What follows belongs to an exercise in optimizing a design on an open flow for small area, a short achievable clock period and few clock cycles per item; a production flow would make more cautious choices.
The RTL was checked by simulation tests, not by an equivalence proof against the original design.
Power is estimated from default activity; no workload was simulated.

== the reference run ==
## lz77_match_finder
module lz77_match_finder #(
    parameter W      = 256,    
    parameter MAXLEN = 255     
) (
    input  wire       clk,
    input  wire       rst,       
    input  wire       s_valid,
    output reg        s_ready,
    input  wire [7:0] s_data,
    input  wire       s_last,
    output reg        t_valid,
    input  wire       t_ready,
    output reg  [8:0] t_offset,
    output reg  [7:0] t_length,
    output reg  [7:0] t_char
);
Size in the first run: about 2400 flip-flops, about 40 I/O pins.
clock: 8.0 ns
lec_check: 0
cap_margin: 20
core_margin: 2
core_utilization: 60
setup_slack_margin: 5.0
slew_margin: 20
run.sh (not shown) runs the stock make flow with config.mk's settings and CLKGATE_MAP_FILE= SYNTH_SCRIPT=/design/flow/synth_recipe.tcl, a recipe that flattens the netlist after the stock synthesis.
Testbench counts of the reference run, summed over its fixed seeds: cycles 49,880, items 49,864.
For the trial run, these inputs were changed with respect to the reference run:
Settings: a change of CORE_UTILIZATION from 60 to 40; a deleted SETUP_SLACK_MARGIN that had been 5.0.
### Flow results
The reference run has lower switching power share of the total than the trial run.
Core util | the trial run vs the reference run | the trial run lower
Die area grows by more than a quarter when moving from the reference run to the trial run.
Relative to the reference run, the largest net degree at the start of global routing of the trial run is lower by 2.
In the metrics for the reference run and the trial run, the one carrying the lower area of the multi-input gates is the trial run.
Depth of the critical timing path with buffers and inverters included (higher): the reference run

* * *

Another version of the RTL of lz77_match_finder (not shown whole).
Size: about 2500 flip-flops, ~40 I/O pins, about 110000 um^2 of cells after synthesis.
Settings: LEC_CHECK=0, CAP_MARGIN=20, CORE_MARGIN=2, CORE_UTILIZATION=65, CTS_CLUSTER_DIAMETER=100, CTS_CLUSTER_SIZE=20, SETUP_SLACK_MARGIN=5.0, SLEW_MARGIN=20; clock period 8.0 ns.
The first run ran to the end with no violations.
Testbench counts at the start, summed over its fixed seeds: cycles 49,888, items 49,864.
Next try:
==> flow/flow/run.sh (new file) <==
#!/bin/bash
# Own flow: the standard layout, with two repair settings changed.
#  - MATCH_CELL_FOOTPRINT=0 lets timing repair resize gates to any drive
#    strength (the platform default only swaps cells of the same width).
#  - SETUP_SLACK_MARGIN above 5 ns makes repair aim below a 3 ns period.
# The clock, the constraints and the synthesis are the standard flow's, unchanged.
set -euo pipefail
cd "$(dirname "$0")/.."
bash standard.sh MATCH_CELL_FOOTPRINT=0 SETUP_SLACK_MARGIN=5.4 finish > flow_make.log 2>&1
==> flow/standard.sh (new file) <==
#!/bin/bash
# synth_recipe.tcl (not shown) runs the flow's synth.tcl, then flattens the netlist and writes it again
# the make line also repeats each setting of config.mk as NAME=value (left out here)
make -C /OpenROAD-flow-scripts/flow DESIGN_CONFIG=/design/flow/config.mk WORK_HOME=/design/flow/orfs CLKGATE_MAP_FILE= SYNTH_SCRIPT=/design/flow/synth_recipe.tcl "${@:-finish}"
removed: flow/run.sh
=> Sequential share of layout area fell by 3.8 points. Die area stays the same. Core utilization came out higher by 4.7 points. Area after synthesis stays the same. Global-route usage rises by 3.3 points. Cell area grows by a few percent. Non-clock buffer count came out higher by 440. Total power came out higher by a few percent.

* * *

run 1:
The RTL this note starts from:
==> flow/design.v <==
module lz77_match_finder #(
    parameter W      = 256,    
    parameter MAXLEN = 255     
) (
    input  wire       clk,
    input  wire       rst,       
    input  wire       s_valid,
    output reg        s_ready,
    input  wire [7:0] s_data,
    input  wire       s_last,
    output reg        t_valid,
    input  wire       t_ready,
    output reg  [8:0] t_offset,
    output reg  [7:0] t_length,
    output reg  [7:0] t_char
);
    reg [8*W-1:0] hist;
    reg [8:0]     count;    
    reg [W-1:0]   live;
    reg           rs;       
    reg [7:0]     len;      
    reg           c_v;      
    reg           c_last;
    reg [7:0]     near;     
    reg [15:0]    g_cont;   
    reg [15:0]    g_eq;     
    reg           rs_r;     
    reg         in_v, in_last, cred;
    reg         move;            
    reg  [7:0]  in_d;
    wire in_free = !in_v || cred;
    wire acc  = s_valid && in_free;
    wire any_live = rs_r ? |g_eq : |g_cont;
    wire grow     = c_v && any_live && (len != MAXLEN) && !c_last;
    wire emit     = c_v && !grow;
    wire rs_eff   = c_v ? !grow : rs;
    wire [7:0] len_eff = c_v ? (grow ? len + 8'd1 : 8'd0) : len;
    wire [8:0] tok_off = rs ? 9'd0 : {1'b0, near} + 9'd1;
    wire [24:0] tok = {tok_off, len, hist[7:0]};
    reg  [24:0] head;     
    reg [15:0] lt_h, eq_h, lt_l;
    reg [8:0]  count_nx;
    reg [15:0] lt_h_nx, eq_h_nx, lt_l_nx;
    integer k;
    always @* begin
        count_nx = count;
        if (move) begin
            if (in_last)
                count_nx = 9'd0;
            else if (count < W)
                count_nx = count + 9'd1;
        end
        for (k = 0; k < 16; k = k + 1) begin
            lt_h_nx[k] = count_nx[8] || (k < count_nx[7:4]);
            eq_h_nx[k] = !count_nx[8] && (k == count_nx[7:4]);
            lt_l_nx[k] = (k < count_nx[3:0]);
        end
    end
    wire rs_acc = move && rs_eff;
    reg [W-1:0] eqv;       
    reg [W-1:0] keep;      
    reg [W-1:0] live_nx;
    reg [15:0]  g_cont_nx, g_eq_nx;
    integer p;
    always @* begin
        for (p = 0; p < W; p = p + 1) begin
            eqv[p]     = (hist[8*p+7 -: 8] == in_d) &&
                         (lt_h[p/16] || (eq_h[p/16] && lt_l[p%16]));
            keep[p]    = (!move || eqv[p]) && live[p];
            live_nx[p] = (!move || eqv[p]) && (rs_acc || live[p]);
        end
        for (p = 0; p < 16; p = p + 1) begin
            g_cont_nx[p] = |keep[16*p +: 16];
            g_eq_nx[p]   = |eqv[16*p +: 16];
        end
    end
    function [3:0] first16;
        input [15:0] v;
        integer i;
        begin
            first16 = 4'd15;
            for (i = 14; i >= 0; i = i - 1)
                if (v[i]) first16 = i;
        end
    endfunction
    reg [15:0] g_any;
    reg [63:0] g_ix;
    reg [3:0]  g_sel;
    reg [7:0]  first_set;
    integer g;
    always @* begin
        for (g = 0; g < 16; g = g + 1) begin
            g_any[g]      = rs_r ? g_eq[g] : g_cont[g];    
            g_ix[4*g +: 4] = first16(live[16*g +: 16]);
        end
        g_sel = first16(g_any);
        first_set = {g_sel, g_ix[4*g_sel +: 4]};
    end
    reg         q1_v, q2_v;
    reg [24:0]  q1, q2;
    wire pop = t_valid && t_ready;
    wire tv_nx = (t_valid && !t_ready) || q1_v || emit;
    wire q1v_nx = pop ? (q2_v || (q1_v && emit)) : (q1_v || (t_valid && emit));
    wire q2v_nx = pop ? (q2_v && emit) : (q2_v || (q1_v && emit));
    wire in_v_nx = acc || (in_v && !move);
    wire cred_nx = move ? !q1v_nx : !q2v_nx;
    always @(posedge clk) begin
        near <= first_set;
        g_cont <= g_cont_nx;
        g_eq   <= g_eq_nx;
        rs_r   <= rs_acc;
        c_last <= in_last;
        live <= live_nx;
        if (move)
            hist <= {hist[8*W-9:0], in_d};
        if (in_free) begin
            in_d    <= s_data;
            in_last <= s_last;
        end
        {t_offset, t_length, t_char} <= (t_valid && !t_ready) ? head : (q1_v ? q1 : tok);
        if (!t_valid || t_ready)
            head <= q1_v ? q1 : tok;
        q1 <= pop ? (q2_v ? q2 : tok) : (q1_v ? q1 : tok);
        if (!q2_v)
            q2 <= tok;
        if (rst) begin
            count   <= 9'd0;
            lt_h    <= 16'd0;
            eq_h    <= 16'd1;
            lt_l    <= 16'd0;
            rs      <= 1'b1;
            len     <= 8'd0;
            c_v     <= 1'b0;
            in_v    <= 1'b0;
            cred    <= 1'b1;
            move    <= 1'b0;
            t_valid <= 1'b0;
            q1_v    <= 1'b0;
            q2_v    <= 1'b0;
            s_ready <= 1'b1;
        end else begin
            rs      <= rs_eff;
            len     <= len_eff;
            c_v     <= move;
            t_valid <= tv_nx;
            q1_v    <= q1v_nx;
            q2_v    <= q2v_nx;
            in_v    <= in_v_nx;
            cred    <= cred_nx;
            move    <= in_v_nx && cred_nx;
            s_ready <= !in_v_nx || cred_nx;
            count   <= count_nx;
            lt_h    <= lt_h_nx;
            eq_h    <= eq_h_nx;
            lt_l    <= lt_l_nx;
        end
    end
endmodule
clock: 8.0 ns
lec_check: 0
cap_margin: 20
core_margin: 2
core_utilization: 68
cts_cluster_diameter: 110
cts_cluster_size: 24
setup_slack_margin: 5.0
slew_margin: 20
standard.sh (not shown) runs the stock make flow with config.mk's settings and CLKGATE_MAP_FILE= SYNTH_SCRIPT=/design/flow/synth_recipe.tcl, a recipe that flattens the netlist after the stock synthesis.
==> flow/flow/run.sh <==
#!/bin/bash
# Own flow: the standard layout, with two repair settings changed.
#  - MATCH_CELL_FOOTPRINT=0 lets timing repair resize gates to any drive
#    strength (the platform default only swaps cells of the same width).
#  - SETUP_SLACK_MARGIN above 5 ns makes repair aim at a 2.85 ns period.
# The clock, the constraints and the synthesis are the standard flow's, unchanged.
set -euo pipefail
cd "$(dirname "$0")/.."
bash standard.sh MATCH_CELL_FOOTPRINT=0 SETUP_SLACK_MARGIN=5.15 finish > flow_make.log 2>&1
In summary, run 1 completed successfully, with a layout that passed the timing, design-rule and antenna checks.
Testbench counts of run 1, summed over its fixed seeds: cycles 49,888, items 49,864.
#### Input delta (run 2 over run 1)
==> flow/flow/run.sh <==
#!/bin/bash
# Own flow: the standard layout, with two repair settings changed.
#  - MATCH_CELL_FOOTPRINT=0 lets timing repair resize gates to any drive
#    strength (the platform default only swaps cells of the same width).
#  - SETUP_SLACK_MARGIN above 5 ns makes repair aim at a 2.6 ns period.
# The clock, the constraints and the synthesis are the standard flow's, unchanged.
set -euo pipefail
cd "$(dirname "$0")/.."
bash standard.sh MATCH_CELL_FOOTPRINT=0 SETUP_SLACK_MARGIN=5.4 finish > flow_make.log 2>&1
Notes after the runs:
Taking run 1 as the reference point, the pin slew with the least headroom to its limit of run 2 falls by 38 ps.
On overall power of the completed layout, run 1 beats run 2.
As of run 2, final routed wirelength across all metal layers had risen by more than 10% compared to run 1.
Density: run 2 denser than run 1
| multi-input gate share of the layout cell area | run 1 vs run 2 | ≈ equal |
Compared with run 1, run 2 shows a final-layout non-clock buffer area share that is 2.6 points higher.
Run 1 has lower final design instance area without fill than run 2.

[afterwards: timing with drivers on the ports]
No port has a modelled driver above. Below, the same layouts with a new extraction and two added sets of constraints.
Step 1, drivers: a clkbuf_16 drives clk and a buf_2 each remaining input, both assumed.
Step 2 also shifts input and output timing later by t, the mid clock arrival at the registers, as if the neighbouring blocks saw the same clock.
Three values: ideal ports, drivers, drivers and shift; two values: the first two.
run | t (ns) | setup WS [ns] | hold WS [ns] | latest minus earliest clock arrival (ns)
the reference run | 0.938 | 4.701 / 4.701 / 3.958 | 0.452 / 0.452 / 0.452 | 0.030 / 0.030
the trial run | 0.998 | 3.290 / 3.290 / 3.290 | 0.440 / 0.440 / 0.440 | 0.060 / 0.061
the first run of note 2 | 0.917 | 4.785 / 4.785 / 4.416 | 0.440 / 0.440 / 0.440 | 0.029 / 0.029
the second run of note 2 | 0.934 | 4.984 / 4.895 / 4.569 | 0.458 / 0.458 / 0.458 | 0.047 / 0.047
run 1 | 0.861 | 5.065 / 5.065 / 4.514 | 0.464 / 0.464 / 0.464 | 0.031 / 0.031
run 2 | 0.867 | 5.150 / 5.069 / 4.650 | 0.466 / 0.466 / 0.466 | 0.033 / 0.033
After both steps every run listed still meets setup and hold. For the reference run, which loses most, drivers alone change the setup slack by 0.000 ns; drivers and shift together by -0.743 ns.
